Background: an optimization exercise with open tools, aiming at small area, a short achievable clock period and few clock cycles. Do not read the settings as production practice.
Function was checked by simulation only, so behaviour that the tests miss may differ from the original.
Power figures rest on the tool's default switching activity, not on a simulated workload.

$ cat standard.sh
#!/bin/bash
# synth_recipe.tcl (not shown) runs the flow's synth.tcl, then flattens the netlist and writes it again
# the make line also repeats each setting of config.mk as NAME=value (left out here)
make -C /OpenROAD-flow-scripts/flow DESIGN_CONFIG=/design/flow/config.mk WORK_HOME=/design/flow/orfs CLKGATE_MAP_FILE= SYNTH_SCRIPT=/design/flow/synth_recipe.tcl "${@:-finish}"
$ cat config.mk
export PLATFORM = sky130hd
export DESIGN_NAME = dot_core
export DESIGN_NICKNAME = dot_core
export VERILOG_FILES = /design/flow/design.v
export SDC_FILE = /design/flow/constraint.sdc
export NUM_CORES = 4
export LEC_CHECK = 0
export ABC_AREA = 1
export CAP_MARGIN = 60
export CORE_MARGIN = 2
export CORE_UTILIZATION = 55
export CTS_BUF_LIST = sky130_fd_sc_hd__clkbuf_8
export CTS_CLUSTER_SIZE = 20
export PLACE_DENSITY = 0.7
export SLEW_MARGIN = 90
$ cat design.v
module dot_core (
    input  wire        clk,
    input  wire        rst,           
    input  wire        op_valid,
    output wire        op_ready,
    input  wire [4:0]  op,
    input  wire [7:0]  arg_x,         
    input  wire [7:0]  arg_y,         
    input  wire        arg_state,
    input  wire [7:0]  arg_width,
    input  wire [7:0]  arg_height,
    input  wire [7:0]  arg_rows,      
    input  wire [7:0]  arg_addr,
    input  wire [7:0]  arg_data,
    input  wire [15:0] arg_level,     
    input  wire [7:0]  arg_button,
    input  wire [15:0] arg_fps,
    output wire        done,
    output reg         refused,
    output wire [31:0] result,
    output wire [7:0]  spr_addr,
    input  wire [7:0]  spr_data,
    input  wire        in_left,
    input  wire        in_right,
    input  wire [31:0] now_ms,
    output reg         din,
    output reg         sclk,
    output reg         cs_n
);
    localparam [4:0] OP_CLEAR      = 5'h01;
    localparam [4:0] OP_FILL       = 5'h02;
    localparam [4:0] OP_SETPIXEL   = 5'h03;
    localparam [4:0] OP_GETPIXEL   = 5'h04;
    localparam [4:0] OP_DRAWSPRITE = 5'h05;
    localparam [4:0] OP_SENDCMD    = 5'h09;
    localparam [4:0] OP_BEGIN      = 5'h0A;
    localparam [4:0] OP_SHOW       = 5'h0B;
    localparam [4:0] OP_SETBRIGHT  = 5'h0C;
    localparam [4:0] OP_UPDATE     = 5'h10;
    localparam [4:0] OP_PRESSED    = 5'h11;
    localparam [4:0] OP_RELEASED   = 5'h12;
    localparam [4:0] OP_HELD       = 5'h13;
    localparam [4:0] OP_CHORD      = 5'h14;
    localparam [4:0] OP_HOLDTIME   = 5'h15;
    localparam [4:0] OP_WAITFRAME  = 5'h18;
    localparam [4:0] OP_FRAMECOUNT = 5'h19;
    localparam [7:0] INTENSITY_DEFAULT = 8'h08;
    function [15:0] sub16;
        input [15:0] a, b;
        reg [15:0] g, p;
        reg [16:0] c;
        reg [3:0] gg, gp;
        integer k, m;
        begin
            g = a & ~b;
            p = a ^ ~b;
            for (k = 0; k < 4; k = k + 1) begin
                gg[k] = g[4*k+3] | (p[4*k+3] & (g[4*k+2] | (p[4*k+2] & (g[4*k+1] | (p[4*k+1] & g[4*k])))));
                gp[k] = p[4*k+3] & p[4*k+2] & p[4*k+1] & p[4*k];
            end
            c[0] = 1'b1;
            for (k = 0; k < 4; k = k + 1) begin
                for (m = 0; m < 3; m = m + 1)
                    c[4*k+m+1] = g[4*k+m] | (p[4*k+m] & c[4*k+m]);
                c[4*k+4] = gg[k] | (gp[k] & c[4*k]);
            end
            sub16 = p ^ c[15:0];
        end
    endfunction
    function [31:0] inc32;
        input [31:0] a;
        input ci;
        reg [7:0] ga;
        reg [31:0] c;
        integer k, m;
        begin
            for (k = 0; k < 8; k = k + 1) ga[k] = &a[4*k +: 4];
            for (k = 0; k < 8; k = k + 1) begin
                c[4*k] = (k == 0) ? ci : (c[4*k-4] & ga[k-1]);
                for (m = 1; m < 4; m = m + 1) c[4*k+m] = c[4*k+m-1] & a[4*k+m-1];
            end
            inc32 = a ^ c;
        end
    endfunction
    function ge10;
        input [9:0] a, b;
        reg [9:0] gt, eq;
        reg [4:0] gt1, eq1;
        reg [2:0] gt2, eq2;
        reg gt3, eq3;
        integer k;
        begin
            gt = a & ~b;
            eq = ~(a ^ b);
            for (k = 0; k < 5; k = k + 1) begin
                gt1[k] = gt[2*k+1] | (eq[2*k+1] & gt[2*k]);
                eq1[k] = eq[2*k+1] & eq[2*k];
            end
            gt2[0] = gt1[1] | (eq1[1] & gt1[0]);  eq2[0] = eq1[1] & eq1[0];
            gt2[1] = gt1[3] | (eq1[3] & gt1[2]);  eq2[1] = eq1[3] & eq1[2];
            gt2[2] = gt1[4];                       eq2[2] = eq1[4];
            gt3 = gt2[1] | (eq2[1] & gt2[0]);      eq3 = eq2[1] & eq2[0];
            ge10 = gt2[2] | (eq2[2] & (gt3 | eq3));
        end
    endfunction
    function lt8;
        input [7:0] a, b;
        reg [7:0] lt, eq;
        reg [3:0] lt1, eq1;
        reg [1:0] lt2, eq2;
        integer k;
        begin
            lt = ~a & b;
            eq = ~(a ^ b);
            for (k = 0; k < 4; k = k + 1) begin
                lt1[k] = lt[2*k+1] | (eq[2*k+1] & lt[2*k]);
                eq1[k] = eq[2*k+1] & eq[2*k];
            end
            lt2[0] = lt1[1] | (eq1[1] & lt1[0]);  eq2[0] = eq1[1] & eq1[0];
            lt2[1] = lt1[3] | (eq1[3] & lt1[2]);  eq2[1] = eq1[3] & eq1[2];
            lt8 = lt2[1] | (eq2[1] & lt2[0]);
        end
    endfunction
    reg rdy, stall, done_r;
    reg rdy_n;
    wire fire_q_w;
    assign op_ready = rdy | fire_q_w;
    assign done     = done_r | fire_q_w;
    wire ready = !stall | fire_q_w;
    wire acc = op_valid & ready;
    reg [7:0]  fb [0:7];
    reg        curr_left, curr_right, last_left, last_right, chord_latch;
    reg [15:0] left_hold_g, right_hold_g;
    reg [15:0] last_sample_ts;
    reg [31:0] last_frame_ts;
    reg [31:0] frame_counter;
    reg [4:0]  op_q;
    reg        state_q;
    reg [7:0]  a_q, b_q;
    reg [3:0]  width_q;       
    reg [7:0]  height_q;
    reg        spr_bad_q;     
    reg  [3:0] res_hi_q;      
    reg [1:0]  btn_q;         
    wire btn_l = (arg_button == 8'd0);
    wire btn_r = (arg_button == 8'd1);
    wire btn_c = (arg_button == 8'd2);
    wire       lvl_neg  = arg_level[15];
    wire       lvl_big  = |arg_level[14:4];
    wire [7:0] bright   = lvl_neg ? 8'h00 : lvl_big ? 8'h0F : {4'h0, arg_level[3:0]};
    wire       wide     = (|arg_width[7:4]) | (arg_width[3] & (|arg_width[2:0]));
    wire       spr_step;
    wire       div_step;
    wire       fps_big;
    wire [9:0] d_q;
    wire [7:0] b_inc = b_q + 8'd1;
    wire [7:0] h_dec = height_q - 8'd1;
    always @(posedge clk) begin
        if (ready) begin
            op_q      <= op;
            state_q   <= (op[4] | op[3]) ? in_left : arg_state;
            a_q       <= op[3] ? (op[4] ? arg_fps[7:0]  : arg_addr)
                               : (op[4] ? now_ms[7:0]   : arg_x);
            b_q       <= op[3] ? (op[4] ? arg_fps[15:8] : (op[2] ? bright : arg_data))
                               : (op[4] ? now_ms[15:8]  : arg_y);
            width_q   <= (op[4] | op[3]) ? {3'b000, in_right} : arg_width[3:0];
            height_q  <= arg_height;
            spr_bad_q <= wide | lt8(arg_rows, arg_height);
            res_hi_q  <= {op == OP_FRAMECOUNT,
                          op[4] & op[3] & !op[1] & op[0],
                          op[4] & op[3] & !op[2] & op[0],
                          op[4] & op[3] & !op[2] & !op[1] & op[0]};
            btn_q     <= {!(btn_l | btn_r), btn_r};
        end else if (spr_step) begin
            b_q      <= b_inc;
            height_q <= h_dec;
        end else if (div_step) begin
            {height_q, btn_q} <= fps_big ? 10'd0 : d_q;
            width_q           <= wf_div ? width_q + 4'd1 : 4'd1;
        end else if (wf_wait) begin
            a_q <= now_ms[7:0];
            b_q <= now_ms[15:8];
        end
    end
    reg one_cycle;       
    reg bad_op;
    always @(*) begin
        one_cycle = 1'b0;
        bad_op    = 1'b0;
        case (op)
            OP_CLEAR, OP_FILL, OP_SETPIXEL, OP_UPDATE,
            OP_PRESSED, OP_RELEASED, OP_HELD, OP_CHORD: one_cycle = 1'b1;
            OP_GETPIXEL, OP_DRAWSPRITE, OP_SENDCMD, OP_BEGIN, OP_SHOW,
            OP_SETBRIGHT, OP_HOLDTIME, OP_WAITFRAME, OP_FRAMECOUNT: one_cycle = 1'b0;
            default: begin one_cycle = 1'b1; bad_op = 1'b1; end
        endcase
    end
    wire pend_upd_w = pend && (op_q == OP_UPDATE);
    wire smp_left   = state_q;
    wire smp_right  = width_q[0];
    wire cur_l  = pend_upd_w ? smp_left  : curr_left;
    wire cur_r  = pend_upd_w ? smp_right : curr_right;
    wire lst_l  = pend_upd_w ? curr_left  : last_left;
    wire lst_r  = pend_upd_w ? curr_right : last_right;
    wire latch_now = (smp_left && smp_right) ? 1'b1 :
                     (!smp_left && !smp_right) ? 1'b0 : chord_latch;
    wire latch  = pend_upd_w ? latch_now : chord_latch;
    wire chord_now  = cur_l && cur_r;
    wire chord_last = lst_l && lst_r;
    reg [15:0] q_result;
    always @(*) begin
        q_result = 16'h0;
        case (op)
            OP_PRESSED:  q_result[0] = (btn_l & cur_l & !lst_l & !cur_r) |
                                       (btn_r & cur_r & !lst_r & !cur_l) |
                                       (btn_c & chord_now & !chord_last);
            OP_RELEASED: q_result[0] = (btn_l & lst_l & !cur_l & !latch) |
                                       (btn_r & lst_r & !cur_r & !latch) |
                                       (btn_c & chord_last & !chord_now);
            OP_HELD:     q_result[0] = (btn_l & cur_l & !cur_r) |
                                       (btn_r & cur_r & !cur_l) |
                                       (btn_c & chord_now);
            OP_CHORD:    q_result[0] = chord_now;
            default: ;
        endcase
    end
    wire [15:0] hold_g  = btn_q[0] ? right_hold_g : left_hold_g;
    wire [15:0] hold_ms = {16{!btn_q[1]}} & sub16(last_sample_ts, hold_g);
    reg [15:0] res_lo;
    assign result = {frame_counter[31:28] & {4{res_hi_q[3]}},
                     frame_counter[27:24] & {4{res_hi_q[2]}},
                     frame_counter[23:20] & {4{res_hi_q[1]}},
                     frame_counter[19:16] & {4{res_hi_q[0]}}, res_lo};
    reg pend;            
    always @(posedge clk) begin
        if (rst) pend <= 1'b0;
        else     pend <= acc;
    end
    wire pend_clear = pend && (op_q == OP_CLEAR || op_q == OP_FILL || op_q == OP_BEGIN);
    wire pend_set   = pend && (op_q == OP_SETPIXEL);
    wire pend_get   = pend && (op_q == OP_GETPIXEL);
    wire pend_hold  = pend && (op_q == OP_HOLDTIME);
    wire pend_fc    = pend && (op_q == OP_FRAMECOUNT);
    wire pend_upd   = pend_upd_w;
    wire pend_begin = pend && (op_q == OP_BEGIN);
    wire pend_cmd   = pend && (op_q == OP_SENDCMD || op_q == OP_SETBRIGHT ||
                               op_q == OP_SHOW || op_q == OP_BEGIN);
    wire pend_wf    = pend && (op_q == OP_WAITFRAME);
    wire in_range = (a_q[7:3] == 5'd0) && (b_q[7:3] == 5'd0);
    wire fill_val = (op_q == OP_FILL) ? state_q : 1'b0;
    reg        tx_act;
    reg [1:0]  tx_part;       
    reg [1:0]  tx_phase;      
    reg [3:0]  tx_bit;
    reg [3:0]  seq_idx;
    wire [3:0] seq_last = (op_q == OP_BEGIN) ? 4'd12 : (op_q == OP_SHOW) ? 4'd7 : 4'd0;
    wire [2:0] rd_row = tx_act ? seq_idx[2:0] : b_q[2:0];
    wire [7:0] fb_row = fb[rd_row];
    wire [2:0] begin_row = seq_idx[2:0] - 3'd5;
    reg [15:0] cmd_word;
    always @(*) begin
        case (op_q)
            OP_SENDCMD:   cmd_word = {a_q, b_q};
            OP_SETBRIGHT: cmd_word = {8'h0A, b_q};
            OP_SHOW:      cmd_word = {4'h0, {1'b0, seq_idx[2:0]} + 4'd1, fb_row};
            default: begin
                case (seq_idx)
                    4'd0: cmd_word = 16'h0F00;
                    4'd1: cmd_word = 16'h0900;
                    4'd2: cmd_word = 16'h0B07;
                    4'd3: cmd_word = {8'h0A, INTENSITY_DEFAULT};
                    4'd4: cmd_word = 16'h0C01;
                    default: cmd_word = {4'h0, {1'b0, begin_row} + 4'd1, 8'h00};
                endcase
            end
        endcase
    end
    wire tx_bit_val = cmd_word[~tx_bit];
    reg        spr_act;
    reg [7:0]  sy;
    assign spr_addr = sy;
    wire spr_skip = spr_bad_q || (height_q == 8'd0) || (width_q == 4'd0) ||
                    (!b_q[7] && (|b_q[6:3])) ||               
                    (!a_q[7] && (|a_q[6:3])) ||               
                    ( a_q[7] && (!(&a_q[6:3]) || (a_q[2:0] == 3'd0)));   
    wire row_ok   = (b_q[7:3] == 5'd0);
    wire spr_wr   = spr_act && !spr_skip && row_ok;
    wire spr_end  = spr_skip || (height_q == 8'd1) || (b_q == 8'd7);
    wire spr_pre  = (height_q == 8'd2) || (b_q == 8'd6);    
    assign spr_step = spr_act && !spr_end;
    wire [2:0] rot_n = a_q[2:0];
    wire [7:0] rot1 = rot_n[0] ? {spr_data[6:0], spr_data[7]} : spr_data;
    wire [7:0] rot2 = rot_n[1] ? {rot1[5:0], rot1[7:6]} : rot1;
    wire [7:0] rot4 = rot_n[2] ? {rot2[3:0], rot2[7:4]} : rot2;
    wire [4:0] x_end = {a_q[3], a_q[3:0]} + {1'b0, width_q};    
    reg  [7:0] col_mask;
    integer wi;
    always @(*)
        for (wi = 0; wi < 8; wi = wi + 1)
            col_mask[wi] = (a_q[7] || (wi >= a_q[2:0])) &&
                           !x_end[4] && (x_end[3:0] > wi);
    wire [7:0] spr_cols = rot4 & col_mask;
    reg        wf_div;        
    reg        wf_wait;       
    reg        fire_q;        
    assign fire_q_w = fire_q;
    wire [10:0] div_r = res_lo[10:0];
    wire [9:0]  div_q = {height_q, btn_q};
    wire [3:0]  div_n = width_q;
    wire [15:0] fps_full = {b_q, a_q};
    wire [9:0]  fps_lo   = fps_full[9:0];
    wire        fps_zero = (fps_full == 16'd0);
    assign      fps_big  = (|fps_full[15:10]) ||
                           ((&fps_full[9:5]) && (fps_full[4] || (fps_full[3] && (|fps_full[2:0]))));
    wire [10:0] dr_in = wf_div ? div_r : 11'd0;
    wire [9:0]  dq_in = wf_div ? div_q : 10'd1000;
    wire [10:0] d_t   = {dr_in[9:0], dq_in[9]};
    reg  [11:0] d_bw;
    reg  [10:0] d_diff;
    integer di;
    always @(*) begin
        d_bw[0] = 1'b0;
        for (di = 0; di < 11; di = di + 1) begin
            d_diff[di]  = d_t[di] ^ (di < 10 ? fps_lo[di] : 1'b0) ^ d_bw[di];
            d_bw[di+1]  = (!d_t[di] & ((di < 10 ? fps_lo[di] : 1'b0) | d_bw[di])) |
                          ((di < 10 ? fps_lo[di] : 1'b0) & d_bw[di]);
        end
    end
    wire        d_ge  = !d_bw[11];
    wire [10:0] d_r   = d_ge ? d_diff : d_t;
    assign      d_q   = {dq_in[8:0], d_ge};
    assign      div_step = (pend_wf && !fps_zero) || wf_div;
    reg  [10:0] tl_sum;
    reg  [10:0] tl_c;
    integer ti;
    always @(*) begin
        tl_c[0] = 1'b0;
        for (ti = 0; ti < 10; ti = ti + 1) begin
            tl_sum[ti] = last_frame_ts[ti] ^ div_q[ti] ^ tl_c[ti];
            tl_c[ti+1] = (last_frame_ts[ti] & div_q[ti]) | (tl_c[ti] & (last_frame_ts[ti] ^ div_q[ti]));
        end
        tl_sum[10] = tl_c[10];
    end
    wire        win_cross = tl_sum[10];
    reg  [21:0] hi_flip;
    integer fi;
    always @(*) begin
        hi_flip[0] = 1'b1;
        for (fi = 1; fi < 22; fi = fi + 1) hi_flip[fi] = hi_flip[fi-1] & last_frame_ts[fi+9];
    end
    wire [21:0] hi_x   = now_ms[31:10] ^ last_frame_ts[31:10];
    wire        eq_a   = (hi_x == 22'd0);
    wire        eq_b   = (hi_x == hi_flip);
    wire        ge_ll  = ge10(now_ms[9:0], last_frame_ts[9:0]);
    wire        lt_tl  = !ge10(now_ms[9:0], tl_sum[9:0]);
    wire        in_win = win_cross ? ((eq_a & ge_ll) | (eq_b & lt_tl)) : (eq_a & ge_ll & lt_tl);
    wire        frame_due = !in_win;
    wire        wf_fire = wf_wait && !fire_q && frame_due;
    wire [31:0] fc_inc = inc32(frame_counter, fire_q);
    wire       fb_wdata = pend_clear ? fill_val : (pend_set ? state_q : 1'b1);
    wire       row_any  = (pend_set && in_range) || spr_wr;
    wire [7:0] row_sel  = {8{pend_clear}} | ({8{row_any}} & (8'd1 << b_q[2:0]));
    wire [7:0] col_sel  = {8{pend_clear}} | (pend_set ? (8'd1 << a_q[2:0]) : spr_cols);
    wire [7:0] row_set  = row_sel & {8{fb_wdata}};
    wire [7:0] row_clr  = row_sel & {8{!fb_wdata}};
    integer i, j;
    always @(posedge clk) begin
        for (i = 0; i < 8; i = i + 1)
            for (j = 0; j < 8; j = j + 1)
                fb[i][j] <= (fb[i][j] & !(row_clr[i] & col_sel[j])) | (row_set[i] & col_sel[j]);
    end
    always @(posedge clk) begin
        done_r <= 1'b0;
        rdy_n   = rdy;
        if (fire_q) rdy_n = 1'b1;
        if (pend_get || pend_hold || pend_fc) begin
            done_r    <= 1'b1;
            refused <= 1'b0;
            res_lo  <= pend_get  ? {15'h0, in_range & fb_row[a_q[2:0]]} :
                       pend_hold ? hold_ms : frame_counter[15:0];
            rdy_n      = 1'b1;
        end
        if (pend_upd) begin
            last_left      <= curr_left;
            last_right     <= curr_right;
            curr_left      <= smp_left;
            curr_right     <= smp_right;
            chord_latch    <= latch_now;
            last_sample_ts <= {b_q, a_q};
            if (!smp_left)  left_hold_g  <= {b_q, a_q};
            if (!smp_right) right_hold_g <= {b_q, a_q};
        end
        if (pend_begin) begin
            curr_left   <= smp_left;
            curr_right  <= smp_right;
            last_left   <= smp_left;
            last_right  <= smp_right;
            chord_latch <= latch_now;
        end
        if (spr_act) begin
            if (spr_end) begin
                spr_act <= 1'b0;
                sy      <= 8'h0;
                if (spr_skip || sy == 8'd0) begin
                    done_r    <= 1'b1;
                    refused <= spr_bad_q;
                    rdy_n      = 1'b1;
                end
            end else begin
                sy <= sy + 8'd1;
                if (spr_pre) begin
                    done_r    <= 1'b1;
                    refused <= 1'b0;
                    rdy_n      = 1'b1;
                end
            end
        end
        if (acc) begin
            rdy_n      = one_cycle;
            done_r    <= one_cycle;
            refused <= bad_op;
            res_lo  <= q_result;
            if (op == OP_DRAWSPRITE) spr_act <= 1'b1;
        end
        if (pend_cmd) begin
            cs_n     <= 1'b0;
            tx_act   <= 1'b1;
            tx_part  <= 2'd0;
            tx_phase <= 2'd0;
            tx_bit   <= 4'd0;
            seq_idx  <= 4'd0;
        end else if (tx_act) begin
            if (tx_part == 2'd0) begin
                case (tx_phase)
                    2'd0: begin
                        sclk     <= 1'b0;
                        tx_phase <= 2'd1;
                    end
                    2'd1: begin
                        din      <= tx_bit_val;
                        tx_phase <= 2'd2;
                    end
                    default: begin
                        sclk     <= 1'b1;
                        tx_phase <= 2'd0;
                        tx_bit   <= tx_bit + 4'd1;
                        if (tx_bit == 4'd15) tx_part <= 2'd1;
                    end
                endcase
            end else if (tx_part == 2'd1) begin
                cs_n <= 1'b1;
                if (seq_idx == seq_last) begin
                    tx_act  <= 1'b0;
                    done_r    <= 1'b1;
                    refused <= 1'b0;
                    rdy_n      = 1'b1;
                end else begin
                    tx_part <= 2'd2;
                    seq_idx <= seq_idx + 4'd1;
                end
            end else begin
                cs_n    <= 1'b0;
                tx_part <= 2'd0;
            end
        end
        if (pend_wf) begin
            if (fps_zero) begin
                done_r    <= 1'b1;
                refused <= 1'b1;
                rdy_n      = 1'b1;
            end else if (fps_big) begin
                wf_wait <= 1'b1;
            end else begin
                res_lo[10:0] <= d_r;
                wf_div       <= 1'b1;
            end
        end
        if (wf_div) begin
            res_lo[10:0] <= d_r;
            if (div_n == 4'd9) begin
                wf_div  <= 1'b0;
                wf_wait <= 1'b1;
            end
        end
        fire_q <= wf_fire;
        if (wf_wait && !fire_q) res_lo <= now_ms[31:16];
        if (fire_q) last_frame_ts <= {res_lo, b_q, a_q};
        frame_counter <= fc_inc;
        if (fire_q) wf_wait <= 1'b0;
        if (rst) begin
            rdy_n           = 1'b1;
            done_r         <= 1'b0;
            curr_left      <= 1'b0;
            curr_right     <= 1'b0;
            last_left      <= 1'b0;
            last_right     <= 1'b0;
            chord_latch    <= 1'b0;
            left_hold_g    <= 16'h0;
            right_hold_g   <= 16'h0;
            last_sample_ts <= 16'h0;
            last_frame_ts  <= 32'h0;
            frame_counter  <= 32'h0;
            spr_act        <= 1'b0;
            sy             <= 8'h0;
            tx_act         <= 1'b0;
            wf_div         <= 1'b0;
            wf_wait        <= 1'b0;
            fire_q         <= 1'b0;
            din            <= 1'b0;
            sclk           <= 1'b1;
            cs_n           <= 1'b1;
        end
        rdy   <= rdy_n;
        stall <= !rdy_n;
    end
endmodule
$ cat flow/run.sh
#!/bin/bash
# The standard layout, with a plain buffer cell on every input and output
# port in place of the delay cell that buffer_ports picks by default.
set -euo pipefail
export BUFFER_PORTS_ARGS="-buffer_cell sky130_fd_sc_hd__buf_1"
bash standard.sh > standard.log 2>&1
$ cat constraint.sdc
create_clock -name core_clock -period 30.0 [get_ports {clk}]
set_input_delay 6.0000 -clock core_clock [delete_from_list [all_inputs] [get_ports {clk}]]
set_output_delay 6.0000 -clock core_clock [all_outputs]
set_load 0.01 [all_outputs]
==> results of run 1 <==
## cells in the mapped netlist, drive strengths merged, types with 2 or more instances
cell / instances
o21ai: 272
xnor2: 20
a211oi: 13
nor2: 249
o311ai: 4
o21a: 3
o31ai: 12
nor4: 11
clkbuf: 63
a32o: 2
o221ai: 17
o211ai: 26
a21boi: 2
edfxtp: 46
xor2: 48
a22oi: 6
mux2i: 12
dfxtp: 225
nor3: 33
o21bai: 4
nor3b: 3
o22ai: 24
o2111ai: 5
fa: 30
ha: 90
or2: 20
nand2: 390
nand4: 37
a221oi: 10
inv: 306
a21oi: 141
a31oi: 11
buf: 15
nand3: 104
## cells by family after synthesis
kind of cell / synth area share (%)
buffers and inverters: 8.76
XOR/XNOR: 3.57
adder cells (fa/ha/maj): 10.3
flip-flops: 35.2
multiplexers: 0.719
AO/OA/AOI/OAI: 19.3
AND/OR/NAND/NOR: 22.1
## how the worst min path moves through the flow
| stage | to | depth (start not counted) |
|---|---|---|
| 2_1_floorplan | fb[0][0] | 2 |
| 3_3_place_gp | fb[0][0] | 2 |
## per-stage QoR
stage             total power [uW]  setup slack [ps]  hold slack [ps]
global placement               718             21960              432
floorplan                      634             22520              421
## power groups by stage
stage	clock network (uW)	registers, uW	logic, uW
floorplan	0	456	178
global placement	0	474	244
==> results.cfg, run 1 <==
[synth]
synth_top_area_share_pct = 27.0
syn_nets = 2530
synth-edff-count = 46
synthTopCellsByArea = dfxtp_1 27%, nand2_1 8.7%, edfxtp_1 8.3%, o21ai_0 7.9%, ha_1 6.7%
yosys_warnings = 2
ys.flop_type = dfxtp_1
ys_ff_latch = 271
async_flop_share_pct = 0
postSynthCellCount = 2263
synth.avg_cell_area_sq_um = 7.38
synth.cell_area_sq_um = 16700
ys_seq_area_share_pct = 35.2
yosysUniqueCellTypes = 64
yosysTopAreaCell = dfxtp_1

[floorplan]
start_util_pct = 56.1
die_h_um = 178
pin_count = 193
num_rows = 63
die_w_um = 178

[placed_design]
gp_congestion = 0.959
port_buffers = 192

[status]
status = did not finish
haltStage = detailed placement (3_5_place_dp)
stop_error = [ERROR DPL-0038] Utilization greater than 100%, impossible to legalize
Testbench counts, summed over its fixed seeds: cycles 110,563.
==> inputs of run 2 (changes only) <==
--- a/config.mk
+++ b/config.mk
@@ -8,3 +8,3 @@
 export ABC_AREA = 1
-export CAP_MARGIN = 60
+export CAP_MARGIN = 20
 export CORE_MARGIN = 2
@@ -14,2 +14,2 @@
 export PLACE_DENSITY = 0.7
-export SLEW_MARGIN = 90
+export SLEW_MARGIN = 75
==> results.cfg, run 2 <==
[flow_run]
cap_violations = 0

[clocking]
cts_tree = done
insertion_delay_ps = 590
clk_path_buf_depth = 3
numClockSinks = 271
cts_setup_buffers = 0
root_buffer = clkbuf_8
holdBufCountCts = 0
htree_levels = 2
clk_pin_slew_ps = 60
numCtsBuffers = 49
ctsResizeCount = 0

[route]
num_vias = 16700
via_per_inst = 5.71
routed_wl_um = 55000
postRouteAntennaNets = 0
firstDrtPassIters = 7
remaining_drc_errors = 0
wire_per_inst_um = 18.9
drtIter0Drc = 1575

[sta]
setup_violations = 0
fin_setup_tns_ps = 0
rsz0062_at_grt = no
min_period_over_period_pct = 24.9
finClkSkew_ps = 20.9
finalHoldViolCount = 0
slew_viol_final = 0
fin_hold_ws_ps = 455
period_needed_ps = 7470
slew_headroom_pct = 73.5
max_freq_mhz = 134
worst_pin_slew_ps = 393

[layout]
seq_area_sq_um = 5890
drive_gt1_share_pct = 9.77
reg.largest.list = fb: 64 flops, frame_counter: 32 flops, last_frame_ts: 32 flops
area_growth_pct = 16.5
multi_input_area_sq_um = 9670
layout.cells.most_common = nand2_1
n_fill_cell = 2759
regMostFlops = fb
finalInstanceArea_sq_um = 19500
nets = 2755
post-route-util_pct = 65.3
fin_cells = 2919
layout_common_cells = 381 x nand2_1, 293 x inv_1, 255 x o21ai_0
largest_reg_flops = 64
antennaDiodeCount = 0

[setup_path]
worstPathArrival_ps = 1470
cp-start-kind = register
crit_path_end_kind = output port
slowest_stage = dfxtp_2
crit_fanout = 13
crit_path_max_incr_delay_ps = 390
path_class = reg -> out
crit_chain = or2_2, buf_1
crit_required_ps = 24000

[synth]
synth.avg_cell_area_sq_um = 7.38
synthTopCellsByArea = dfxtp_1 27%, nand2_1 8.7%, edfxtp_1 8.3%, o21ai_0 7.9%, ha_1 6.7%
synth_top_area_share_pct = 27.0
yosysMostFrequentCell = nand2_1
ys_ff_latch = 271
syn_nets = 2530
yosys-top-cells-count = 387 x nand2_1, 296 x inv_1, 263 x o21ai_0
yosysTopAreaCell = dfxtp_1
postSynthCellCount = 2263
yosys_warnings = 2
ys_seq_area_share_pct = 35.2
ys.flop_type = dfxtp_1
synth-edff-count = 46
synth.cell_area_sq_um = 16700
async_flop_share_pct = 0
yosysUniqueCellTypes = 64

[global_routing]
grt_pass1_vias = 15400
grt_usage_pct = 34.5
grt_pass1_wl_um = 84900
antenna_found_initial = 0
grt_start_max_net_pins = 46
overflow = 0

[power]
power_frac_seq_pct = 41.3
internal-power_uw = 731
p_per_area_nw_per_um2 = 57.3
peakVddDrop_uv = 30.1
leakagePower_uw = 0.00843
p_switching_uw = 385
netSwitchingFraction_pct = 34.5
p_clk_share_pct = 33.4
share_comb_of_total_power_pct = 25.2

[floorplan]
die_w_um = 178
num_rows = 63
start_util_pct = 56.1
dieArea_sq_um = 31800
core-area_sq_um = 29800
pin_count = 193
die_h_um = 178

[placed_design]
port_buffers = 192
dp_cells = 2824
place_hpwl_um = 42300
place_area_sq_um = 18300
gp_congestion = 0.959

[status]
status = timing/DRC/antenna clean

[worst_hold_path]
hold_class = reg -> reg
==> run 2: cell counts after synthesis <==
Identical to the previous run, type by type.
==> run 2: layer usage <==
layer	wire length [um]	share of wire (%)	up-vias	track usage, %
met5	0	0	-	0
met2	24400	44	759	55.7
met1	23800	43	7714	46.7
met3	4920	8.9	122	5.95
li1	-	-	8073	-
met4	1890	3.4	0	11.9
==> run 2: power by group through the flow <==
stage,sequential (uW),combinational (uW),clock (uW)
after global routing,467,315,392
after detailed placement,467,271,0
after floorplan,456,178,0
final,461,282,373
after global placement,474,244,0
after CTS,460,272,379
==> run 2: cell type report <==
type,instances,share of cell area (%)
repair buffers,252,6.08
well taps,390,2.51
clock buffers,62,4.39
multi-input cells,1607,49.7
inverters,307,5.99
clock inverters,30,1.07
flip-flops and latches,271,30.3
==> run 2: metrics by stage <==
| stage | worst slack, ps | power, uW |
|---|---|---|
| 4_1_cts | 22530 | 1110 |
| 2_1_floorplan | 22520 | 634 |
| 3_5_place_dp | 22150 | 737 |
| 6_report | 22530 | 1120 |
| 3_3_place_gp | 21960 | 718 |
| 5_1_grt | 22490 | 1170 |
==> run 2: worst paths after layout <==
path                            slack (ps)  depth (start not counted)   endpoint  startpoint
worst min-delay path                   450                          2   fb[7][2]    fb[7][2]
worst max register to register       24050                         19  res_lo[4]      wf_div
worst max-delay path                 22530                          2       done      fire_q
worst min register to register         450                          2   fb[7][2]    fb[7][2]
==> run 2: cells by family (layout without fill, tap and decap cells) <==
group / count (synthesis) / count (layout) / synth area share, %
adders and majority gates: 120 / 120 / 10.3
DFF: 271 / 271 / 35.2
muxes: 12 / 12 / 0.719
and+or+nand+nor: 848 / 848 / 22.1
AOI/OAI and AO/OA: 559 / 559 / 19.3
buffers and inverters: 385 / 651 / 8.76
xor gates and xnor gates: 68 / 68 / 3.57
==> run 2: worst max-delay path: cells and delay by family (launching register included) <==
kind	cells	cell delay (ps)
AND/OR/NAND/NOR	1	350
flip-flops	1	390
buffers and inverters	1	150
==> inputs of run 3 (changes only) <==
--- a/design.v
+++ b/design.v
@@ -125,5 +125,6 @@
     reg rdy_n;
+    reg fire_o;
     wire fire_q_w;
-    assign op_ready = rdy | fire_q_w;
-    assign done     = done_r | fire_q_w;
+    assign op_ready = rdy | fire_o;
+    assign done     = done_r | fire_o;
     wire ready = !stall | fire_q_w;
@@ -144,5 +145,3 @@
     reg [1:0]  btn_q;         
-    wire btn_l = (arg_button == 8'd0);
-    wire btn_r = (arg_button == 8'd1);
-    wire btn_c = (arg_button == 8'd2);
+    wire       btn_ok   = (arg_button[7:2] == 6'd0);
     wire       lvl_neg  = arg_level[15];
@@ -172,3 +171,3 @@
                           op[4] & op[3] & !op[2] & !op[1] & op[0]};
-            btn_q     <= {!(btn_l | btn_r), btn_r};
+            btn_q     <= {!(btn_ok & !arg_button[1]), arg_button[0]};
         end else if (spr_step) begin
@@ -209,19 +208,11 @@
     wire chord_last = lst_l && lst_r;
-    reg [15:0] q_result;
-    always @(*) begin
-        q_result = 16'h0;
-        case (op)
-            OP_PRESSED:  q_result[0] = (btn_l & cur_l & !lst_l & !cur_r) |
-                                       (btn_r & cur_r & !lst_r & !cur_l) |
-                                       (btn_c & chord_now & !chord_last);
-            OP_RELEASED: q_result[0] = (btn_l & lst_l & !cur_l & !latch) |
-                                       (btn_r & lst_r & !cur_r & !latch) |
-                                       (btn_c & chord_last & !chord_now);
-            OP_HELD:     q_result[0] = (btn_l & cur_l & !cur_r) |
-                                       (btn_r & cur_r & !cur_l) |
-                                       (btn_c & chord_now);
-            OP_CHORD:    q_result[0] = chord_now;
-            default: ;
-        endcase
-    end
+    wire [3:0] q_press = {1'b0, chord_now & !chord_last,
+                          cur_r & !lst_r & !cur_l, cur_l & !lst_l & !cur_r};
+    wire [3:0] q_rel   = {1'b0, chord_last & !chord_now,
+                          lst_r & !cur_r & !latch, lst_l & !cur_l & !latch};
+    wire [3:0] q_held  = {1'b0, chord_now, cur_r & !cur_l, cur_l & !cur_r};
+    wire [3:0] q_sel   = (op[1:0] == 2'd1) ? q_press :
+                         (op[1:0] == 2'd2) ? q_rel : q_held;
+    wire [15:0] q_result = {15'h0, op[2] ? chord_now
+                                         : (btn_ok & q_sel[arg_button[1:0]])};
     wire [15:0] hold_g  = btn_q[0] ? right_hold_g : left_hold_g;
@@ -485,2 +476,3 @@
         fire_q <= wf_fire;
+        fire_o <= wf_wait && !fire_o && frame_due;
         if (wf_wait && !fire_q) res_lo <= now_ms[31:16];
@@ -508,2 +500,3 @@
             fire_q         <= 1'b0;
+            fire_o         <= 1'b0;
             din            <= 1'b0;
==> results.cfg, run 3 <==
[status]
status = timing/DRC/antenna clean

[synth]
synth.cell_area_sq_um = 16900
yosys_warnings = 2
ys_seq_area_share_pct = 34.9
postSynthCellCount = 2306
yosysMostFrequentCell = nand2_1
ys_ff_latch = 272
yosys-top-cells-count = 385 x nand2_1, 298 x inv_1, 226 x dfxtp_1
synth.avg_cell_area_sq_um = 7.34
ys.flop_type = dfxtp_1
syn_nets = 2572
synthTopCellsByArea = dfxtp_1 27%, nand2_1 8.5%, edfxtp_1 8.2%, inv_1 6.6%, ha_1 6.6%
yosysTopAreaCell = dfxtp_1
yosysUniqueCellTypes = 68
synth-edff-count = 46
synth_top_area_share_pct = 26.7
async_flop_share_pct = 0

[floorplan]
num_rows = 64
start_util_pct = 55.6
die_w_um = 179
dieArea_sq_um = 32200
die_h_um = 179
core-area_sq_um = 30400
pin_count = 193

[setup_path]
path_class = in -> reg
cp-start-kind = primary input
crit_fanout = 3
crit_path_end_kind = register
r2r_slack_ps = 24080
crit_required_ps = 30490
worstPathArrival_ps = 7890

[layout]
largest_reg_flops = 64
post-route-util_pct = 64.2
nets = 2788
drive_gt1_share_pct = 10.8
n_fill_cell = 2819
reg.largest.list = fb: 64 flops, frame_counter: 32 flops, last_frame_ts: 32 flops
antennaDiodeCount = 0
layout_common_cells = 378 x nand2_1, 297 x inv_1, 223 x dfxtp_1
area_growth_pct = 15.4
layout.cells.most_common = nand2_1
regMostFlops = fb

[global_routing]
grt_pass1_vias = 15900
grt_start_max_net_pins = 45
antenna_found_initial = 0
grt_usage_pct = 32.4
overflow = 0
grt_pass1_wl_um = 84500

[power]
peakVddDrop_uv = 43.3
leakagePower_uw = 0.00835
p_per_area_nw_per_um2 = 59.5

[clocking]
insertion_delay_ps = 590
ctsResizeCount = 0
numClockSinks = 272
root_buffer = clkbuf_8
numCtsBuffers = 48
cts_setup_buffers = 0
clk_path_buf_depth = 3
cts_tree = done
htree_levels = 2
holdBufCountCts = 0
clk_pin_slew_ps = 60

[route]
via_per_inst = 5.70
num_vias = 16800
postRouteAntennaNets = 0
drtIter0Drc = 1344
wire_per_inst_um = 18.2
firstDrtPassIters = 5
remaining_drc_errors = 0
routed_wl_um = 53600

[sta]
finClkSkew_ps = 33.8
worst_pin_slew_ps = 384
period_needed_ps = 7400
fin_setup_tns_ps = 0
setup_violations = 0
slew_viol_final = 0
min_period_over_period_pct = 24.7
slew_headroom_pct = 74.4
timing.final.ws_setup_ps = 22600
rsz0062_at_grt = no
finalHoldViolCount = 0
max_freq_mhz = 135

[worst_hold_path]
hold_class = reg -> reg

[placed_design]
place_hpwl_um = 41100
port_buffers = 192
place_ws_ps = 22060
gp_congestion = 0.993

[flow_run]
cap_violations = 0
==> run 3: cell types whose count changed in the layout (fill, tap and decap cells not counted), sizes merged, moves of 12 or more <==
cell,previous run,this run
o21ai,272,321
inv,317,337
nor2,249,221
a21oi,141,164
o22ai,24,12
==> run 3: worst max-delay path, stage by stage <==
cell and delay (ps):
buf_1 120, ha_1 310, o21ai_0 140, nand2_1 70
a21oi_1 130, nor2_1 50, nor2_1 90, o21a_1 130
o21ai_0 100, nand3_1 100, nand2_1 160, nor2_1 140
nand3_1 70, nor2_1 90, nand2_1 70, nand2_1 80
nor2_1 40
==> run 3: stage by stage <==
stage	instances	cell area, sq um	hold slack [ps]	total power (uW)
after floorplan	2306	16900	434	684
after global placement	2834	17900	444	778
after detailed placement	2866	18500	452	798
after CTS	2948	19400	465	1160
after global routing	2950	19500	479	1230
final	2950	19500	465	1160
==> run 3: cell type report <==
| type | count | area, sq um | area share [%] |
|---|---|---|---|
| timing repair buffer | 244 | 1170 | 6.01 |
| sequential | 272 | 5910 | 30.3 |
| clock inverter | 23 | 183 | 0.935 |
| tap | 396 | 495 | 2.54 |
| inverter | 330 | 1250 | 6.41 |
| clock buffer | 59 | 812 | 4.15 |
| multi-input combinational | 1626 | 9710 | 49.7 |
==> run 3: worst paths after layout <==
| path | from | end | depth (start not counted) |
|---|---|---|---|
| max | now_ms[0] | fire_q | 17 |
| max reg2reg | btn_q[0] | fire_q | 30 |
| min reg2reg | fb[3][7] | fb[3][7] | 2 |
| min | fb[3][7] | fb[3][7] | 2 |
==> run 3: report_power, final <==
part | leakage [uW] | switching [uW] | internal [uW] | total, uW
Sequential | 0.00232 | 41.0 | 429 | 471
Clock | 0.000563 | 159 | 203 | 362
Combinational | 0.00547 | 216 | 114 | 330
Total | 0.00835 | 416 | 746 | 1160
==> run 3: metal layers <==
metal | wire [um] | track usage, % | vias to the layer above
met3 | 4220 | 4.66 | 147
li1 | - | - | 8163
met1 | 22600 | 42.8 | 7780
met5 | 0 | 0 | -
met2 | 24800 | 53.4 | 726
met4 | 2090 | 12.9 | 0
==> run 3: kinds of logic after synthesis <==
| logic type | count (synthesis) | synth area share [%] |
|---|---|---|
| adder cells (fa/ha/maj) | 119 | 10.1 |
| buffers and inverters | 408 | 9.37 |
| AO/OA/AOI/OAI | 608 | 20.5 |
| flip-flops | 272 | 34.9 |
| XOR/XNOR | 58 | 3.00 |
| multiplexers | 12 | 0.717 |
| AND/OR/NAND/NOR | 829 | 21.4 |
Testbench counts of run 3, summed over its fixed seeds: cycles 110,563.
==> inputs of run 4 (changes only) <==
--- a/config.mk
+++ b/config.mk
@@ -11,4 +11,5 @@
 export CORE_UTILIZATION = 55
-export CTS_BUF_LIST = sky130_fd_sc_hd__clkbuf_8
-export CTS_CLUSTER_SIZE = 20
+export CTS_BUF_LIST = sky130_fd_sc_hd__clkbuf_16
+export CTS_CLUSTER_DIAMETER = 80
+export CTS_CLUSTER_SIZE = 24
 export PLACE_DENSITY = 0.7
==> results.cfg, run 4 <==
[global_routing]
grt_pass1_vias = 15600
antenna_found_initial = 0
grt_start_max_net_pins = 45
grt_usage_pct = 32.0
overflow = 0
grt_pass1_wl_um = 83800

[power]
peakVddDrop_uv = 42.7
leakagePower_uw = 0.00810
p_per_area_nw_per_um2 = 56.1

[sta]
setup_violations = 0
rsz0062_at_grt = no
slew_viol_final = 0
period_needed_ps = 7420
fin_setup_tns_ps = 0
slew_headroom_pct = 75.5
max_freq_mhz = 135
worst_pin_slew_ps = 364
finClkSkew_ps = 15.4
finalHoldViolCount = 0
min_period_over_period_pct = 24.7

[placed_design]
port_buffers = 192
dp_cells = 2866
place_area_sq_um = 18500
gp_congestion = 0.993
place_hpwl_um = 41100

[worst_hold_path]
hold_class = reg -> reg

[synth]
syn_nets = 2572
synth-edff-count = 46
yosys-top-cells-count = 385 x nand2_1, 298 x inv_1, 226 x dfxtp_1
yosysTopAreaCell = dfxtp_1
yosysUniqueCellTypes = 68
async_flop_share_pct = 0
yosysMostFrequentCell = nand2_1
ys_ff_latch = 272
synthTopCellsByArea = dfxtp_1 27%, nand2_1 8.5%, edfxtp_1 8.2%, inv_1 6.6%, ha_1 6.6%
yosys_warnings = 2
synth.cell_area_sq_um = 16900
ys_seq_area_share_pct = 34.9
postSynthCellCount = 2306
synth_top_area_share_pct = 26.7
ys.flop_type = dfxtp_1
synth.avg_cell_area_sq_um = 7.34

[route]
num_vias = 16700
routed_wl_um = 53100
drtIter0Drc = 1368
wire_per_inst_um = 18.3
postRouteAntennaNets = 0
via_per_inst = 5.76
firstDrtPassIters = 5
remaining_drc_errors = 0

[setup_path]
crit_chain = buf_1, ha_1, o21ai_0, nand2_1, a21oi_1, nor2_1, nor2_1, o21a_1, o21ai_0, nand3_1, nand2_1, nor2_1, nand3_1, nor2_1, nand2_1, nand2_1, nor2_1
cp-start-kind = primary input
r2r-end = fire_q
crit_fanout = 3
r2r_slack_ps = 24010
worstReg2RegStart = btn_q[0]
crit_required_ps = 30430
worstSetupStartpoint = now_ms[0]
path_depth = 17
path_class = in -> reg
crit_path_end_kind = register
crit_buf_inv = 1
cp_common_cell = nor2_1
critPathTopFamily = simple AND/OR/NAND/NOR gates
crit_path_max_incr_delay_ps = 310
worstPathArrival_ps = 7850
critPathCapture = fire_q
reg2reg_depth = 30
slowest_stage = ha_1

[clocking]
numCtsBuffers = 18
clk_pin_slew_ps = 90
insertion_delay_ps = 530
root_buffer = clkbuf_16
numClockSinks = 272
holdBufCountCts = 0
cts_setup_buffers = 0
ctsResizeCount = 0
cts_tree = done
htree_levels = 1
clk_path_buf_depth = 3

[layout]
post-route-util_pct = 63.0
reg.largest.list = fb: 64 flops, frame_counter: 32 flops, last_frame_ts: 32 flops
fin_cells = 2899
antennaDiodeCount = 0
finalInstanceArea_sq_um = 19200
layout_common_cells = 378 x nand2_1, 286 x inv_1, 223 x dfxtp_1
regMostFlops = fb
drive_gt1_share_pct = 9.47
nets = 2758
n_fill_cell = 2847
area_growth_pct = 13.2
largest_reg_flops = 64
layout.cells.most_common = nand2_1

[floorplan]
num_rows = 64
die_w_um = 179
core-area_sq_um = 30400
start_util_pct = 55.6
dieArea_sq_um = 32200
die_h_um = 179
pin_count = 193

[status]
status = timing/DRC/antenna clean

[flow_run]
cap_violations = 0
## run 4: cell counts after synthesis
No cell type changed its count.
## run 4: tightest hold or removal path, stage by stage, from the launching register on
cell     delay, ps
dfxtp_1        310
o21ai_0         60
o21ai_1         60
## run 4: final cells by class
| class | count | area, sq um | share of cell area (%) |
|---|---|---|---|
| clock inverter | 12 | 135 | 0.705 |
| clock buffer | 19 | 475 | 2.48 |
| multi-input combinational | 1626 | 9710 | 50.7 |
| sequential | 272 | 5910 | 30.9 |
| inverter | 330 | 1250 | 6.54 |
| tap | 396 | 495 | 2.59 |
| timing repair buffer | 244 | 1180 | 6.14 |
## run 4: metal layers
metal / up-vias / part of all wire [%] / global-route usage (%) / wire length (um)
met5: - / 0 / 0 / 0
met4: 0 / 3.9 / 11.3 / 2090
met3: 144 / 7.6 / 3.85 / 4030
met2: 756 / 46 / 53.2 / 24500
met1: 7696 / 42 / 43.0 / 22500
li1: 8092 / - / - / -
## run 4: how the worst min path moves through the flow
stage                         from       end  slack [ps]  cells past startpoint
after floorplan           fb[0][2]  fb[0][2]         430                      2
after global placement    fb[0][2]  fb[0][2]         440                      2
after detailed placement  fb[0][2]  fb[0][2]         450                      2
after CTS                 fb[0][6]  fb[0][6]         470                      2
after global routing      fb[5][7]  fb[5][7]         490                      2
final                     fb[3][7]  fb[3][7]         470                      2
## run 4: power by group
part / internal (uW) / switching [uW]
combinational: 114 / 216
clock: 130 / 145
sequential: 429 / 40.9
total: 673 / 403
## run 4: cell families (layout without fill, tap and decap cells)
logic type	count (synthesis)	after routing	share of synthesized area, %
buf+inv	408	605	9.37
xor+xnor	58	58	3.00
mux	12	12	0.717
compound gates	608	608	20.5
simple gates	829	829	21.4
flops	272	272	34.9
fa+ha+maj	119	119	10.1
## run 4: metrics by stage
| step | hold WS, ps | power [uW] | worst slack (ps) |
|---|---|---|---|
| 2_1_floorplan | 434 | 684 | 22550 |
| 3_3_place_gp | 444 | 778 | 22100 |
| 3_5_place_dp | 452 | 798 | 22060 |
| 4_1_cts | 472 | 1070 | 22590 |
| 5_1_grt | 486 | 1130 | 22310 |
| 6_report | 470 | 1080 | 22580 |
==> inputs of run 5 (changes only) <==
--- a/config.mk
+++ b/config.mk
@@ -10,7 +10,7 @@
 export CORE_MARGIN = 2
-export CORE_UTILIZATION = 55
+export CORE_UTILIZATION = 60
 export CTS_BUF_LIST = sky130_fd_sc_hd__clkbuf_16
 export CTS_CLUSTER_DIAMETER = 80
-export CTS_CLUSTER_SIZE = 24
-export PLACE_DENSITY = 0.7
-export SLEW_MARGIN = 75
+export CTS_CLUSTER_SIZE = 30
+export PLACE_DENSITY = 0.75
+export SLEW_MARGIN = 60
==> results.cfg, run 5 <==
[route]
firstDrtPassIters = 7
drtIter0Drc = 1590
postRouteAntennaNets = 0
num_vias = 16800
wire_per_inst_um = 18.3
routed_wl_um = 52100
via_per_inst = 5.88
remaining_drc_errors = 0

[sta]
min_period_over_period_pct = 25.0
worst_pin_slew_ps = 553
setup_violations = 0
slew_headroom_pct = 62.2
period_needed_ps = 7490
fin_setup_tns_ps = 0
max_freq_mhz = 133
rsz0062_at_grt = no
finalHoldViolCount = 0
slew_viol_final = 0
finClkSkew_ps = 32.0

[setup_path]
cp-start-kind = primary input
slowest_stage = clkinv_1
crit_path_end_kind = register
crit_fanout = 16
reg2reg_depth = 19
worstReg2RegStart = wf_div
r2r_slack_ps = 23940
cp_common_cell = nand2_1
crit_path_max_incr_delay_ps = 400
crit_chain = buf_1, nand2_1, nand2_1, inv_1, nand2_1, o21ai_0, o21ai_0, o211ai_1, nor3_1, a31oi_1, nand2_1, clkinv_1, o21ai_0, o21ai_1
r2r-end = res_lo[1]
critPathTopFamily = compound AO/OA/AOI/OAI gates
crit_buf_inv = 3
worstPathArrival_ps = 7910
path_class = in -> reg
crit_required_ps = 30420

[synth]
yosysUniqueCellTypes = 68
synth_top_family_by_area = simple AND/OR/NAND/NOR gates
synth_top_area_share_pct = 26.7
yosys_warnings = 2
synthMuxAreaShare_pct = 0.717
yosysMostFrequentCell = nand2_1
ys_ff_latch = 272
synth-simple-area-share_pct = 21.4
synth_fa_ha_area_share_pct = 10.1
synth.cell_area_sq_um = 16900
synth.avg_cell_area_sq_um = 7.34
synthTopCellsByArea = dfxtp_1 27%, nand2_1 8.5%, edfxtp_1 8.2%, inv_1 6.6%, ha_1 6.6%
syn_nets = 2572
synthXorXnorAreaFrac_pct = 3.00
synth-edff-count = 46
yosys-top-cells-count = 385 x nand2_1, 298 x inv_1, 226 x dfxtp_1
ys_seq_area_share_pct = 34.9
yosysTopAreaCell = dfxtp_1
synth_compound_gate_area_share_pct = 20.5
ys.flop_type = dfxtp_1
async_flop_share_pct = 0
postSynthCellCount = 2306

[floorplan]
die_h_um = 172
start_util_pct = 61.0
dieArea_sq_um = 29600
die_w_um = 172
pin_count = 193
core-area_sq_um = 27800
num_rows = 61

[clocking]
clk_path_buf_depth = 3
cts_setup_buffers = 0
root_buffer = clkbuf_16
cts_tree = done
numCtsBuffers = 16
htree_levels = 1
ctsResizeCount = 0
insertion_delay_ps = 530
clk_pin_slew_ps = 110
numClockSinks = 272
holdBufCountCts = 0

[placed_design]
port_buffers = 192
gp_congestion = 1.00
place_hpwl_um = 39400

[status]
status = timing/DRC/antenna clean

[global_routing]
grt_start_max_net_pins = 72
grt_usage_pct = 34.5
overflow = 0
grt_pass1_wl_um = 80300
grt_pass1_vias = 15100
antenna_found_initial = 0

[layout]
multi_input_area_sq_um = 9500
layout.cells.most_common = nand2_1
layout_common_cells = 384 x nand2_1, 292 x inv_1, 224 x dfxtp_1
regMostFlops = fb
n_fill_cell = 2491
reg.largest.list = fb: 64 flops, frame_counter: 32 flops, last_frame_ts: 32 flops
largest_reg_flops = 64
nets = 2729
drive_gt1_share_pct = 6.96
area_growth_pct = 9.80
seq_area_sq_um = 5910
antennaDiodeCount = 0

[power]
peakVddDrop_uv = 58.2
p_total_uw = 1040
p_per_area_nw_per_um2 = 56.1
leakagePower_uw = 0.00789

[worst_hold_path]
holdPathEnd = fb[3][7]
min-delay-start = fb[3][7]
min_path_cells = 2
hold_class = reg -> reg

[flow_run]
cap_violations = 0
==> run 5: cell type report <==
class / count / area share (%)
clock buffer: 17 / 2.29
clock inverter: 11 / 0.619
inverter: 330 / 6.68
multi-input combinational: 1626 / 51.1
sequential: 272 / 31.8
tap: 378 / 2.54
timing repair buffer: 217 / 4.99
==> run 5: tightest hold or removal path, cell delays in order, from the launching register on <==
cell and delay, ps:
dfxtp_1 320, o21ai_0 60, o21ai_1 60
==> run 5: logic make-up (layout without fill, tap and decap cells) <==
| kind of cell | after synthesis | in the layout |
|---|---|---|
| XOR/XNOR | 58 | 58 |
| AND/OR/NAND/NOR | 829 | 829 |
| AO/OA/AOI/OAI | 608 | 608 |
| flip-flops | 272 | 272 |
| adder cells (fa/ha/maj) | 119 | 119 |
| multiplexers | 12 | 12 |
| buffers and inverters | 408 | 575 |
==> run 5: metrics by stage <==
stage               instances  hold WS, ps  setup slack (ps)  util (%)  area (sq um)
finish                   2851          474             22510      66.9         18600
detailed placement       2822          459             22070      64.9         18000
global route             2851          499             22160      66.9         18600
global placement         2814          444             22090      64.5         17900
CTS                      2850          473             22570      66.8         18600
floorplan                2306          434             22550         -         16900
==> run 5: layer usage <==
metal	up-vias	global-route usage (%)	share of wire [%]
li1	8026	-	-
met1	7801	46.4	42
met2	798	57.4	47
met3	129	4.67	8.2
met4	0	11.7	3.4
met5	-	0.348	0
==> run 5: how the worst max path moves through the flow <==
stage / end / cells past startpoint / slack, ps / start
6_report: fb[6][4] / 14 / 22510 / spr_data[6]
3_3_place_gp: fire_o / 17 / 22090 / now_ms[0]
2_1_floorplan: fire_o / 16 / 22550 / now_ms[0]
3_5_place_dp: fire_o / 17 / 22070 / now_ms[0]
5_1_grt: fb[7][4] / 14 / 22160 / spr_data[6]
4_1_cts: fire_o / 17 / 22570 / now_ms[0]
==> run 5: power by group <==
| part | switching, uW | total, uW | internal (uW) |
|---|---|---|---|
| combinational | 209 | 317 | 109 |
| sequential | 45.1 | 474 | 429 |
| clock | 141 | 252 | 111 |
| total | 395 | 1040 | 648 |
==> inputs of run 6 (changes only) <==
--- a/design.v
+++ b/design.v
@@ -154,2 +154,3 @@
     wire [9:0] d_q;
+    wire [3:0] div_n0;
     wire [7:0] b_inc = b_q + 8'd1;
@@ -177,3 +178,3 @@
             {height_q, btn_q} <= fps_big ? 10'd0 : d_q;
-            width_q           <= wf_div ? width_q + 4'd1 : 4'd1;
+            width_q           <= wf_div ? width_q + 4'd1 : div_n0;
         end else if (wf_wait) begin
@@ -305,4 +306,9 @@
                            ((&fps_full[9:5]) && (fps_full[4] || (fps_full[3] && (|fps_full[2:0]))));
-    wire [10:0] dr_in = wf_div ? div_r : 11'd0;
-    wire [9:0]  dq_in = wf_div ? div_q : 10'd1000;
+    wire        f_ge32 = |fps_lo[9:5];
+    wire        f_ge16 = fps_lo[4];
+    wire [10:0] dr_0   = f_ge32 ? 11'd31  : f_ge16 ? 11'd15  : 11'd0;
+    wire [9:0]  dq_0   = f_ge32 ? 10'd256 : f_ge16 ? 10'd640 : 10'd1000;
+    assign      div_n0 = f_ge32 ? 4'd6    : f_ge16 ? 4'd5    : 4'd1;
+    wire [10:0] dr_in = wf_div ? div_r : dr_0;
+    wire [9:0]  dq_in = wf_div ? div_q : dq_0;
     wire [10:0] d_t   = {dr_in[9:0], dq_in[9]};
--- a/config.mk
+++ b/config.mk
@@ -15,2 +15,2 @@
 export PLACE_DENSITY = 0.75
-export SLEW_MARGIN = 60
+export SLEW_MARGIN = 45
==> results.cfg, run 6 <==
[sta]
max_freq_mhz = 130
period_needed_ps = 7720
finalHoldViolCount = 0
worst_pin_slew_ps = 786
fin_setup_tns_ps = 0
min_period_over_period_pct = 25.7
fin_hold_ws_ps = 477
rsz0062_at_grt = no
finClkSkew_ps = 48.2
slew_headroom_pct = 47.6
setup_violations = 0
slew_viol_final = 0

[synth]
ys_seq_area_share_pct = 35.0
ys.flop_type = dfxtp_1
synth.avg_cell_area_sq_um = 7.35
synth-edff-count = 46
postSynthCellCount = 2294
yosysTopAreaCell = dfxtp_1
yosysUniqueCellTypes = 65
yosysMostFrequentCell = nand2_1
synth_top_area_share_pct = 26.8
ys_ff_latch = 272
syn_nets = 2561
synthTopCellsByArea = dfxtp_1 27%, o21ai_0 8.8%, edfxtp_1 8.2%, nand2_1 7.9%, inv_1 7.1%
synth.cell_area_sq_um = 16900
async_flop_share_pct = 0
yosys-top-cells-count = 355 x nand2_1, 317 x inv_1, 295 x o21ai_0
yosys_warnings = 2

[layout]
drive_gt1_share_pct = 4.26
largest_reg_flops = 64
regMostFlops = fb
area_growth_pct = 8.85
finalInstanceArea_sq_um = 18400
fin_cells = 2825
layout_common_cells = 353 x nand2_1, 314 x inv_1, 295 x o21ai_0
n_fill_cell = 2560
nets = 2703
layout.cells.most_common = nand2_1
reg.largest.list = fb: 64 flops, frame_counter: 32 flops, last_frame_ts: 32 flops

[clocking]
htree_levels = 1
numCtsBuffers = 15
clk_pin_slew_ps = 120
cts_setup_buffers = 0
numClockSinks = 272
holdBufCountCts = 0
cts_tree = done
insertion_delay_ps = 540
ctsResizeCount = 0
clk_path_buf_depth = 3
root_buffer = clkbuf_16

[setup_path]
cp-start-kind = primary input
slowest_stage = clkinv_1
crit_path_max_incr_delay_ps = 620
worstPathArrival_ps = 7950
crit_fanout = 27
crit_chain = buf_1, buf_4, clkinv_1, nand3b_1, o211ai_1, a221oi_1, o221ai_1
path_class = in -> reg
crit_required_ps = 30230
crit_path_end_kind = register

[global_routing]
antenna_found_initial = 3
overflow = 0
grt_pass1_vias = 15100
grt_pass1_wl_um = 79900
grt_usage_pct = 34.5
grt_start_max_net_pins = 75

[power]
p_per_area_nw_per_um2 = 55.0
leakagePower_uw = 0.00813
peakVddDrop_uv = 41.9
p_total_uw = 1010

[route]
routed_wl_um = 51400
wire_per_inst_um = 18.2
drtIter0Drc = 1896
num_vias = 16600
remaining_drc_errors = 0
via_per_inst = 5.87
postRouteAntennaNets = 0
firstDrtPassIters = 5

[placed_design]
gp_congestion = 0.955
port_buffers = 192
place_hpwl_um = 38600
dp_cells = 2797
place_area_sq_um = 17800

[floorplan]
die_h_um = 172
core-area_sq_um = 27700
dieArea_sq_um = 29500
start_util_pct = 60.8
pin_count = 193
die_w_um = 172
num_rows = 61

[flow_run]
cap_violations = 0

[worst_hold_path]
hold_class = reg -> reg

[status]
status = timing/DRC/antenna clean
## run 6: critical path, delay by kind of cell
kind	cells	cell delay, ps
AO/OA/AOI/OAI	3	540
buffers and inverters	3	990
AND/OR/NAND/NOR	1	400
## run 6: final timing paths
check	from	endpoint	slack, ps	depth (start not counted)
max reg2reg	b_q[0]	res_lo[8]	22730	24
min reg2reg	fb[1][0]	fb[1][0]	480	2
max	op[4]	b_q[3]	22280	7
min	fb[1][0]	fb[1][0]	480	2
## run 6: through the flow
step / util, % / worst slack, ps
5_1_grt: 66.2 / 22150
6_report: 66.2 / 22280
4_1_cts: 66.2 / 22340
3_5_place_dp: 64.4 / 21820
3_3_place_gp: 64.3 / 21900
2_1_floorplan: - / 22530
## run 6: final cells by class
class                           count  area (sq um)  share of cell area, %
Antenna cell                        3          7.51                 0.0409
Clock buffer                       15           375                   2.05
Clock inverter                     10           115                  0.627
Inverter                          328          1230                   6.71
Multi-Input combinational cell   1617          9450                   51.5
Sequential cell                   272          5910                   32.2
Tap cell                          378           473                   2.58
Timing Repair Buffer              202           797                   4.34
## run 6: power breakdown
part	internal [uW]	switching (uW)	total, uW
logic	99.8	196	295
clock network	105	134	239
registers	426	48.1	474
## run 6: kinds of logic (layout without fill, tap and decap cells)
family | after synthesis | in the layout | synth area share (%)
muxes | 13 | 13 | 0.779
and+or+nand+nor | 829 | 829 | 21.5
AOI/OAI and AO/OA | 593 | 593 | 20.1
DFF | 272 | 272 | 35.0
other | 0 | 3 | 0
xor gates and xnor gates | 62 | 62 | 3.22
buffers and inverters | 405 | 555 | 9.15
adders and majority gates | 120 | 120 | 10.2
## run 6: layer usage
layer | track usage (%) | vias to the layer above | wire length, um
li1 | - | 7950 | -
met1 | 46.7 | 7694 | 21700
met2 | 56.1 | 801 | 23200
met3 | 4.26 | 136 | 4270
met4 | 13.7 | 0 | 2150
met5 | 0 | - | 0
Testbench counts of run 6, summed over its fixed seeds: cycles 109,762.
==> inputs of run 7 (changes only) <==
--- a/config.mk
+++ b/config.mk
@@ -15,2 +15,2 @@
 export PLACE_DENSITY = 0.75
-export SLEW_MARGIN = 45
+export SLEW_MARGIN = 60
==> results.cfg, run 7 <==
[route]
firstDrtPassIters = 6
remaining_drc_errors = 0
routed_wl_um = 51500
drtIter0Drc = 1983
wire_per_inst_um = 18.2
num_vias = 16500
via_per_inst = 5.83
postRouteAntennaNets = 0

[synth]
ys.flop_type = dfxtp_1
synth-edff-count = 46
postSynthCellCount = 2294
synthTopCellsByArea = dfxtp_1 27%, o21ai_0 8.8%, edfxtp_1 8.2%, nand2_1 7.9%, inv_1 7.1%
yosysMostFrequentCell = nand2_1
ys_seq_area_share_pct = 35.0
synth.avg_cell_area_sq_um = 7.35
ys_ff_latch = 272
yosys-top-cells-count = 355 x nand2_1, 317 x inv_1, 295 x o21ai_0
yosysTopAreaCell = dfxtp_1
async_flop_share_pct = 0
synth.cell_area_sq_um = 16900
synth_top_area_share_pct = 26.8
yosys_warnings = 2
syn_nets = 2561
yosysUniqueCellTypes = 65

[setup_path]
path_class = in -> reg
worstPathArrival_ps = 7960
crit_required_ps = 30420
crit_fanout = 3
cp-start-kind = primary input
crit_path_end_kind = register
worstReg2RegStart = b_q[1]
worstSetupStartpoint = now_ms[0]

[worst_hold_path]
min-delay-start = fb[2][0]
hold_class = reg -> reg

[placed_design]
gp_congestion = 0.955
place_hpwl_um = 38900
dp_cells = 2804
port_buffers = 192

[clocking]
root_buffer = clkbuf_16
numCtsBuffers = 15
clk_pin_slew_ps = 100
cts_setup_buffers = 0
clk_path_buf_depth = 3
holdBufCountCts = 0
cts_tree = done
htree_levels = 1
insertion_delay_ps = 520
numClockSinks = 272
ctsResizeCount = 0

[layout]
n_fill_cell = 2476
reg.largest.list = fb: 64 flops, frame_counter: 32 flops, last_frame_ts: 32 flops
largest_reg_flops = 64
seq_area_sq_um = 5910
multi_input_area_sq_um = 9490
fin_cells = 2832
layout.cells.most_common = nand2_1
layout_common_cells = 352 x nand2_1, 310 x inv_1, 295 x o21ai_0
nets = 2711
regMostFlops = fb
area_growth_pct = 9.63
drive_gt1_share_pct = 5.18

[sta]
slew_viol_final = 0
finalHoldViolCount = 0
worst_pin_slew_ps = 586
max_freq_mhz = 132
slew_headroom_pct = 60.9
period_needed_ps = 7550
fin_setup_tns_ps = 0
min_period_over_period_pct = 25.2
rsz0062_at_grt = no
setup_violations = 0
finClkSkew_ps = 19.0
fin_hold_ws_ps = 467

[global_routing]
grt_usage_pct = 34.7
overflow = 0
grt_pass1_wl_um = 80300
antenna_found_initial = 2
grt_pass1_vias = 15300
grt_start_max_net_pins = 75

[status]
status = timing/DRC/antenna clean

[floorplan]
die_h_um = 172
num_rows = 61
core-area_sq_um = 27700
die_w_um = 172
dieArea_sq_um = 29500
pin_count = 193
start_util_pct = 60.8

[power]
p_per_area_nw_per_um2 = 55.2
peakVddDrop_uv = 44.6
leakagePower_uw = 0.00819

[flow_run]
cap_violations = 0
[run 7: cell counts after synthesis]
Identical to the previous run, type by type.
[run 7: cell families after synthesis]
| kind of cell | after synthesis | share of synthesized area, % |
|---|---|---|
| compound gates | 593 | 20.1 |
| xor+xnor | 62 | 3.22 |
| fa+ha+maj | 120 | 10.2 |
| buf+inv | 405 | 9.15 |
| flops | 272 | 35.0 |
| mux | 13 | 0.779 |
| simple gates | 829 | 21.5 |
[run 7: power by group]
group | total [uW] | switching, uW | internal, uW | leakage (uW)
sequential | 470 | 43.9 | 426 | 0.00232
combinational | 304 | 201 | 103 | 0.00562
clock | 246 | 136 | 111 | 0.000249
[run 7: worst paths after layout]
kind                                  end  slack [ps]  depth (start not counted)
worst min register to register   fb[2][0]         470                          2
worst min-delay path             fb[2][0]         470                          2
worst max register to register  res_lo[8]       23180                         25
worst max-delay path               fire_o       22450                         15
[run 7: final cells by class]
class                      count  share of cell area (%)
tap                          378                    2.56
inverter                     328                    6.66
antenna                        2                  0.0271
timing repair buffer         210                    4.70
multi-input combinational   1617                    51.4
clock buffer                  16                    2.17
sequential                   272                    32.0
clock inverter                 9                   0.555
[run 7: metal layers]
metal,global-route usage (%),share of wire [%],wire [um],vias to the layer above
li1,-,-,-,7975
met1,46.7,41,21200,7594
met2,56.3,45,23400,806
met3,5.25,9.4,4860,133
met4,13.6,4.0,2080,0
met5,0.348,0,0,-
[run 7: worst max-delay path, stage by stage]
cell      delay [ps]
buf_1            110
ha_1             300
o21ai_0          150
nand2_1           70
a21oi_1          140
nor2_1            50
nor2_1           150
o21a_1           130
o21ai_0           60
a21boi_0         390
nand2_1          100
nor2_1           100
nand4_1           80
nand2_1          100
nor2_1            40
[run 7: stage by stage]
step	instance area, sq um	utilization, %	setup slack, ps	power [uW]
global route	18500	66.7	22270	1070
CTS	18400	66.5	22340	1010
detailed placement	17900	64.7	21790	770
floorplan	16900	-	22530	670
global placement	17800	64.3	21900	756
finish	18500	66.7	22450	1020

==> port drivers added, routing unchanged <==
The flow's constraints put no driver on any port. The routed layouts listed below were extracted and timed again, unchanged, in two steps.
Step 1 sets driving cells, clkbuf_16 on the clock port and buf_2 on the other inputs (assumed; they add their load-dependent delay and slew).
Step 2 adds t to the input delays and takes it off the output delays; t is the mean of the earliest and latest rising clock arrival at the registers after step 1. Input paths then give back, and output paths get back, about the clock's delay inside the block.
a / b / c = ideal / step 1 / step 2; a / b = the first two.
run	shift t [ns]	slack for setup (ns)	worst hold slack (ns)	worst register clock-pin slew, ns	pins driven straight from the clock port
run 2	0.631	22.535 / 22.483 / 22.036	0.455 / 0.455 / 0.455	0.07 / 0.07	1
run 3	0.627	22.604 / 22.595 / 22.009	0.465 / 0.465 / 0.465	0.07 / 0.07	1
run 4	0.577	22.577 / 22.610 / 22.033	0.470 / 0.470 / 0.470	0.10 / 0.10	1
run 5	0.571	22.505 / 22.535 / 21.965	0.474 / 0.474 / 0.474	0.12 / 0.12	1
run 6	0.567	22.280 / 22.311 / 21.745	0.477 / 0.477 / 0.477	0.12 / 0.12	1
run 7	0.565	22.450 / 22.487 / 21.922	0.467 / 0.467 / 0.467	0.12 / 0.12	1
After both steps setup and hold are still met in every run listed. For run 3, which loses most, drivers alone change the setup slack by -0.009 ns; drivers and shift together by -0.595 ns.
